What follows belongs to an exercise in optimizing a design on an open flow for small area, a short achievable clock period and few clock cycles; a production flow would make more cautious choices. Where RTL was checked, it was by simulation tests only, not by an equivalence proof against the original. Power is estimated from default activity; no workload was simulated.

== the baseline ==
==> flow/design.v <==
module nibbler_enc (
    input  wire        clk,
    input  wire        rst,         
    input  wire        start,
    input  wire [13:0] len,         
    output wire [12:0] in_addr,
    input  wire [7:0]  in_data,
    output reg         out_we,
    output reg  [13:0] out_addr,
    output reg  [7:0]  out_data,
    output wire        busy,
    output reg         done,
    output wire [13:0] written      
);
    reg        busy_r;     
    reg        go;         
    reg        s_lit;      
    reg        s_run;      
    reg        s_end;      
    reg        act;        
    reg [1:0]  kc;         
    reg        rq;         
    reg        rqk;        
    reg [13:0] ra;         
    reg [13:0] lim;        
    reg        zl;         
    reg        rok;        
    reg [2:0]  q;          
    reg [7:0]  r0, r1, r2;
    reg        e01, e12, e23;    
    reg        rsa;              
    reg        lead_ok;          
    reg        run_ok;           
    reg [13:0] c;          
    reg [1:0]  lph;        
    reg        fm1;        
    reg        f63;        
    reg [1:0]  lm;         
    reg        lead;       
    reg [1:0]  mark;
    reg [13:0] wp;         
    reg [13:0] ocur0;      
    reg [1:0]  onb;        
    reg [1:0]  room;       
    reg        slot_v;
    reg [13:0] slot_pos;
    reg [3:0]  slot_hi;
    reg        pv;         
    reg [13:0] paddr;
    reg [7:0]  pdata;
    reg        eph;        
    assign busy    = busy_r;
    assign in_addr = ra[12:0];
    assign written = wp;
    wire [3:0] n0 = (lm == 2'd0) ? {1'b0, c[2:0]} :
                    (lm == 2'd1) ? {2'b10, c[5:4]} : {3'b110, c[12]};
    wire [3:0] n1 = (lm == 2'd1) ? c[3:0] : c[11:8];
    wire [3:0] n2 = c[7:4];
    wire [3:0] n3 = c[3:0];
    wire [1:0] nb = (lm == 2'd2) ? 2'd2 : (lm == 2'd1) ? 2'd1 : {1'b0, ~slot_v};
    wire in_lit     = act & s_lit;
    wire in_run     = act & s_run;
    wire ce         = ~rok & (q == 3'd5);             
    wire lit_pre_ld = in_lit & ~lph[1];               
    wire lit_first  = in_lit & lph[1] & ~lph[0];      
    wire lead_hit   = lit_first & lead & lead_ok;
    wire lit_steady = in_lit & lph[1] & lph[0];
    wire lit_endc   = lit_steady & ce;
    wire lit_endr   = lit_steady & ~ce & rsa;
    wire lit_go     = lit_steady & ~ce & ~rsa;
    wire rs1        = lit_go & fm1 & (lm == 2'd0) & slot_v;
    wire rs2        = lit_go & f63 & lm[0];
    wire restart    = rs1 | rs2;
    wire litw       = (lit_first & ~lead_hit) | lit_go;
    wire run_go     = in_run & run_ok;
    wire run_end    = in_run & ~run_ok;
    wire fe         = lit_endc | lit_endr | run_end;   
    wire [13:0] wp1 = wp + 14'd1;
    wire [13:0] op1 = ocur0 + 14'd1;
    wire [13:0] fo  = s_run ? wp : ocur0;
    wire [13:0] fo1 = s_run ? wp1 : op1;
    reg         w1v, w2v;
    reg  [13:0] w1a, w2a;
    reg  [7:0]  w1d, w2d;
    reg         ns_v;
    reg  [13:0] ns_pos;
    reg  [3:0]  ns_hi;
    always @* begin
        w1v = 1'b0; w2v = 1'b0;
        w1a = fo;   w2a = fo1;
        w1d = {n0, n1}; w2d = {n2, n3};
        ns_v = 1'b0; ns_pos = fo; ns_hi = n0;
        if (slot_v) begin
            w1v = 1'b1;
            w1a = slot_pos;
            w1d = {slot_hi, n0};
            if (lm == 2'd1) begin
                ns_v = 1'b1; ns_pos = fo; ns_hi = n1;
            end else if (lm == 2'd2) begin
                w2v = 1'b1; w2a = fo; w2d = {n1, n2};
                ns_v = 1'b1; ns_pos = fo1; ns_hi = n3;
            end
        end else begin
            if (lm == 2'd0) begin
                ns_v = 1'b1; ns_pos = fo; ns_hi = n0;
            end else begin
                w1v = 1'b1;
                w2v = (lm == 2'd2);
            end
        end
    end
    wire [13:0] bodylen = wp - 14'd2;
    wire in_eq = (in_data == r0);
    wire in_mv = (in_data == 8'h00) | (in_data == 8'hFF);
    wire rok_n = (ra < lim);
    always @(posedge clk) begin
        out_we   <= 1'b0;
        out_addr <= wp;
        out_data <= r2;
        done     <= 1'b0;
        rq       <= 1'b0;
        go       <= 1'b0;
        paddr    <= pv ? w1a : w2a;
        pdata    <= pv ? w1d : w2d;
        r0  <= in_data;
        r1  <= r0;
        r2  <= r1;
        e01 <= in_eq;
        e12 <= e01;
        e23 <= e12;
        rsa     <= rok_n & in_eq & in_mv & e01 & e12;
        lead_ok <= rok_n & in_eq & in_mv & e01;
        run_ok  <= rok_n & in_eq;
        act <= (s_lit | s_run) & ~kc[1] & ~restart & ~lit_endc;
        kc  <= {kc[0], 1'b0};
        rok <= rok_n;
        ra  <= ra + 14'd1;
        if (act) begin
            q   <= rok ? 3'd0 : q + 3'd1;
            c   <= c + 14'd1;
            fm1 <= (c == 14'h3FFE);
            f63 <= (c == 14'd62);
            if (s_lit && lph != 2'd3) lph <= lph + 2'd1;
        end
        if (litw) begin
            out_we   <= 1'b1;
            wp       <= wp1;
        end else if (fe) begin
            if (pv) begin
                out_we   <= 1'b1;
                out_addr <= paddr;
                out_data <= pdata;
                pv       <= w1v;
            end else begin
                out_we   <= w1v;
                out_addr <= w1a;
                out_data <= w1d;
                pv       <= w2v;
            end
        end else if (pv) begin
            out_we   <= 1'b1;
            out_addr <= paddr;
            out_data <= pdata;
            pv       <= 1'b0;
        end
        room <= run_end ? nb + {1'b0, ~ns_v} : onb + nb;
        if (fe) begin
            slot_v   <= ns_v;
            slot_pos <= ns_pos;
            slot_hi  <= ns_hi;
        end
        if (lit_pre_ld) begin
            wp    <= ocur0 + {12'd0, room};
            ocur0 <= ocur0 + {12'd0, onb};
            onb   <= 2'd0;
        end
        if (lit_first)
            lead <= 1'b0;
        if (lead_hit) begin
            s_lit <= 1'b0;
            s_run <= 1'b1;
            c     <= 14'h3FFB;           
            fm1   <= 1'b0;
            f63   <= 1'b0;
            lm    <= 2'd0;
            mark  <= {1'b0, r0[0]};
            wp    <= ocur0;
        end
        if (lit_go & fm1 & (lm == 2'd0))
            lm <= 2'd1;
        if (restart) begin
            kc  <= 2'b11;
            rq  <= 1'b1;
            rqk <= rs1;
            if (rs2) lm <= 2'd2;
        end
        if (rq) begin
            ra  <= ra - (rqk ? 14'd13 : 14'd77);
            c   <= 14'h3FF5;             
            lph <= 2'd0;
            fm1 <= 1'b0;
            f63 <= 1'b0;
        end
        if (lit_endr) begin
            s_lit <= 1'b0;
            s_run <= 1'b1;
            c     <= 14'h3FFB;           
            fm1   <= 1'b0;
            f63   <= 1'b0;
            lm    <= 2'd0;
        end
        if (lit_endc) begin
            s_lit <= 1'b0;
            s_end <= 1'b1;
        end
        if (run_go) begin
            if (fm1) lm <= 2'd1;
            if (f63) lm <= 2'd2;
        end
        if (run_end) begin
            s_run <= 1'b0;
            s_lit <= 1'b1;
            c     <= 14'h3FF6;           
            lph   <= 2'd1;
            fm1   <= 1'b0;
            f63   <= 1'b0;
            lm    <= 2'd0;
            ocur0 <= wp;
            onb   <= nb;
        end
        if (s_end && !pv) begin
            if (slot_v) begin
                out_we   <= 1'b1;
                out_addr <= slot_pos;
                out_data <= {slot_hi, 4'd0};
                slot_v   <= 1'b0;
            end else if (!eph) begin
                out_we   <= 1'b1;
                out_addr <= 14'd0;
                out_data <= {mark, bodylen[13:8]};
                eph      <= 1'b1;
            end else begin
                out_we   <= 1'b1;
                out_addr <= 14'd1;
                out_data <= bodylen[7:0];
                done     <= 1'b1;
                s_end    <= 1'b0;
                busy_r   <= 1'b0;
            end
        end
        if (!busy_r) begin
            lim <= len;
            zl  <= (len == 14'd0);
            if (start) begin
                busy_r <= 1'b1;
                go     <= 1'b1;
            end
        end
        if (go) begin
            mark   <= 2'b10;
            slot_v <= 1'b0;
            pv     <= 1'b0;
            eph    <= 1'b0;
            ocur0  <= 14'd2;
            onb    <= 2'd0;
            wp     <= 14'd2;
            ra     <= 14'd0;
            kc     <= 2'b10;
            c      <= 14'h3FF5;          
            lph    <= 2'd0;
            fm1    <= 1'b0;
            f63    <= 1'b0;
            lm     <= 2'd0;
            lead   <= 1'b1;
            lim    <= (lim[13:1] == 13'd0) ? 14'd0 : lim - 14'd2;
            q      <= (lim == 14'd1) ? 3'd2 : (lim == 14'd2) ? 3'd1 : 3'd0;
            s_lit  <= ~zl;
            s_end  <= zl;
        end
        if (rst) begin
            busy_r <= 1'b0;
            go     <= 1'b0;
            s_lit  <= 1'b0;
            s_run  <= 1'b0;
            s_end  <= 1'b0;
            act    <= 1'b0;
            rq     <= 1'b0;
            out_we <= 1'b0;
            done   <= 1'b0;
        end
    end
endmodule
clock: 5.0 ns
lec_check: 0
cap_margin: 20
core_margin: 2
core_utilization: 40
setup_slack_margin: 2.8
slew_margin: 20
standard.sh (not shown) runs the stock make flow with config.mk's settings and CLKGATE_MAP_FILE= SYNTH_SCRIPT=/design/flow/synth_recipe.tcl, a recipe that flattens the netlist after the stock synthesis.
==> flow/flow/run.sh <==
#!/bin/bash
# The standard layout (standard.sh), except that the input and output
# port buffers are plain buffers (buf_2) instead of the default delay-buffer
# cell, so the resizer can size them like the other buffers. Every port still
# gets its own buffer. make's full output goes to make.log here; ORFS keeps
# each step's own log under orfs/logs.
set -euo pipefail
bash standard.sh "BUFFER_PORTS_ARGS=-buffer_cell sky130_fd_sc_hd__buf_2" finish > make.log 2>&1
Inputs modified between the baseline and the candidate:
--- a/flow/design.v
+++ b/flow/design.v
@@ -12,9 +12,8 @@
     output reg         done,
     output wire [13:0] written      
 );
     reg        busy_r;     
-    reg        go;         
     reg        s_lit;      
     reg        s_run;      
     reg        s_end;      
     reg        act;        
@@ -27,8 +26,9 @@
     reg        rok;        
     reg [2:0]  q;          
     reg [7:0]  r0, r1, r2;
     reg        e01, e12, e23;    
+    reg        mv0;              
     reg        rsa;              
     reg        lead_ok;          
     reg        run_ok;           
     reg [13:0] c;          
@@ -39,10 +39,8 @@
     reg        lead;       
     reg [1:0]  mark;
     reg [13:0] wp;         
     reg [13:0] ocur0;      
-    reg [1:0]  onb;        
-    reg [1:0]  room;       
     reg        slot_v;
     reg [13:0] slot_pos;
     reg [3:0]  slot_hi;
     reg        pv;         
@@ -57,11 +55,12 @@
     wire [3:0] n1 = (lm == 2'd1) ? c[3:0] : c[11:8];
     wire [3:0] n2 = c[7:4];
     wire [3:0] n3 = c[3:0];
     wire [1:0] nb = (lm == 2'd2) ? 2'd2 : (lm == 2'd1) ? 2'd1 : {1'b0, ~slot_v};
+    wire ce         = ~rok & (q == 3'd5);             
     wire in_lit     = act & s_lit;
     wire in_run     = act & s_run;
-    wire ce         = ~rok & (q == 3'd5);             
+    wire first_cyc  = lead & kc[1];                   
     wire lit_pre_ld = in_lit & ~lph[1];               
     wire lit_first  = in_lit & lph[1] & ~lph[0];      
     wire lead_hit   = lit_first & lead & lead_ok;
     wire lit_steady = in_lit & lph[1] & lph[0];
@@ -75,9 +74,11 @@
     wire run_go     = in_run & run_ok;
     wire run_end    = in_run & ~run_ok;
     wire fe         = lit_endc | lit_endr | run_end;   
     wire [13:0] wp1 = wp + 14'd1;
+    wire [13:0] wp2 = {wp[13:1] + 13'd1, wp[0]};
     wire [13:0] op1 = ocur0 + 14'd1;
+    wire [13:0] op2 = {ocur0[13:1] + 13'd1, ocur0[0]};
     wire [13:0] fo  = s_run ? wp : ocur0;
     wire [13:0] fo1 = s_run ? wp1 : op1;
     reg         w1v, w2v;
     reg  [13:0] w1a, w2a;
@@ -118,17 +119,17 @@
         out_addr <= wp;
         out_data <= r2;
         done     <= 1'b0;
         rq       <= 1'b0;
-        go       <= 1'b0;
         paddr    <= pv ? w1a : w2a;
         pdata    <= pv ? w1d : w2d;
         r0  <= in_data;
         r1  <= r0;
         r2  <= r1;
         e01 <= in_eq;
         e12 <= e01;
         e23 <= e12;
+        mv0 <= in_mv;
         rsa     <= rok_n & in_eq & in_mv & e01 & e12;
         lead_ok <= rok_n & in_eq & in_mv & e01;
         run_ok  <= rok_n & in_eq;
         act <= (s_lit | s_run) & ~kc[1] & ~restart & ~lit_endc;
@@ -162,21 +163,25 @@
             out_addr <= paddr;
             out_data <= pdata;
             pv       <= 1'b0;
         end
-        room <= run_end ? nb + {1'b0, ~ns_v} : onb + nb;
         if (fe) begin
             slot_v   <= ns_v;
             slot_pos <= ns_pos;
             slot_hi  <= ns_hi;
         end
-        if (lit_pre_ld) begin
-            wp    <= ocur0 + {12'd0, room};
-            ocur0 <= ocur0 + {12'd0, onb};
-            onb   <= 2'd0;
-        end
+        if (lit_pre_ld)
+            wp <= nb[1] ? op2 : nb[0] ? op1 : ocur0;
         if (lit_first)
             lead <= 1'b0;
+        if (first_cyc) begin
+            lim <= (lim[13:1] == 13'd0) ? 14'd0 : lim - 14'd2;
+            q   <= (lim == 14'd1) ? 3'd2 : (lim == 14'd2) ? 3'd1 : 3'd0;
+            if (zl) begin
+                s_lit <= 1'b0;
+                s_end <= 1'b1;
+            end
+        end
         if (lead_hit) begin
             s_lit <= 1'b0;
             s_run <= 1'b1;
             c     <= 14'h3FFB;           
@@ -224,10 +229,9 @@
             lph   <= 2'd1;
             fm1   <= 1'b0;
             f63   <= 1'b0;
             lm    <= 2'd0;
-            ocur0 <= wp;
-            onb   <= nb;
+            ocur0 <= nb[1] ? wp2 : nb[0] ? wp1 : wp;
         end
         if (s_end && !pv) begin
             if (slot_v) begin
                 out_we   <= 1'b1;
@@ -247,23 +251,14 @@
                 s_end    <= 1'b0;
                 busy_r   <= 1'b0;
             end
         end
-        if (!busy_r) begin
-            lim <= len;
-            zl  <= (len == 14'd0);
-            if (start) begin
-                busy_r <= 1'b1;
-                go     <= 1'b1;
-            end
-        end
-        if (go) begin
+        if (!busy && start) begin
             mark   <= 2'b10;
             slot_v <= 1'b0;
             pv     <= 1'b0;
             eph    <= 1'b0;
             ocur0  <= 14'd2;
-            onb    <= 2'd0;
             wp     <= 14'd2;
             ra     <= 14'd0;
             kc     <= 2'b10;
             c      <= 14'h3FF5;          
@@ -271,19 +266,18 @@
             fm1    <= 1'b0;
             f63    <= 1'b0;
             lm     <= 2'd0;
             lead   <= 1'b1;
-            lim    <= (lim[13:1] == 13'd0) ? 14'd0 : lim - 14'd2;
-            q      <= (lim == 14'd1) ? 3'd2 : (lim == 14'd2) ? 3'd1 : 3'd0;
-            s_lit  <= ~zl;
-            s_end  <= zl;
+            lim    <= len;
+            zl     <= (len == 14'd0);
+            s_lit  <= 1'b1;
+            busy_r <= 1'b1;
         end
         if (rst) begin
-            busy_r <= 1'b0;
-            go     <= 1'b0;
             s_lit  <= 1'b0;
             s_run  <= 1'b0;
             s_end  <= 1'b0;
+            busy_r <= 1'b0;
             act    <= 1'b0;
             rq     <= 1'b0;
             out_we <= 1'b0;
             done   <= 1'b0;
==> comparison <==
Status | the baseline and the candidate | clean. | cell count of the worst reg-to-reg path | the candidate vs the baseline | 1 higher |. Lower maximum clock frequency was reported by the baseline, not the candidate. The candidate — clock network fraction of total power 2.1 points higher, the baseline as reference. Diff the baseline -> the candidate: post-synthesis net count now sits lower; clock buffer count now sits lower; met3 track demand over resource in global routing now sits higher. The post-route minimum period of the candidate falls short of that of the baseline by 0.015 ns. The run with more setup slack is the candidate; the baseline has less. Taking the baseline as the reference point, the fraction of area in registers of the candidate rises by 0.30 points. Going from the baseline to the candidate, the number of instances in the synthesized netlist was found to have gone down by 47. [the candidate] static leakage fell about 3% relative to the baseline. Multiplexer share of the synthesized area delta (the candidate -> the baseline): insignificant. Higher total detailed-routing wirelength among the baseline and the candidate: the candidate. When the final numbers for the baseline and the candidate were put side by side, the footprint of the flip-flops and latches turned out to be greater in the baseline.
Testbench counts of the candidate, summed over its fixed seeds: cycles 457,115.
No functional check of the RTL was part of the baseline.

-- port drivers added, routing unchanged --
Ports are ideal in the flow. The routed layouts listed here were re-timed in OpenROAD.
Step 1: set_driving_cell puts a clkbuf_16 on clk and a buf_2 on each other input, an assumption about the parent block.
Step 2 adds t to the input delays and takes it off the output delays; t is the mean of the earliest and latest rising clock arrival at the registers after step 1. Input paths then give back, and output paths get back, about the clock's delay inside the block.
Slacks: ideal / step 1 / step 2; pairs: ideal / step 1.
| run | t (ns) | setup slack, ns | worst setup path at the end | latest minus earliest clock arrival (ns) | worst data-port slew with drivers (ns) |
|---|---|---|---|---|---|
| the baseline | 0.485 | 2.811 / 2.782 / 2.535 | input to register | 0.013 / 0.013 | 0.03 |
| the candidate | 0.489 | 2.826 / 2.782 / 2.529 | input to register | 0.016 / 0.016 | 0.03 |
After both steps setup and hold are still met in every run listed. For the candidate, which loses most, drivers alone change the setup slack by -0.044 ns; drivers and shift together by -0.297 ns.
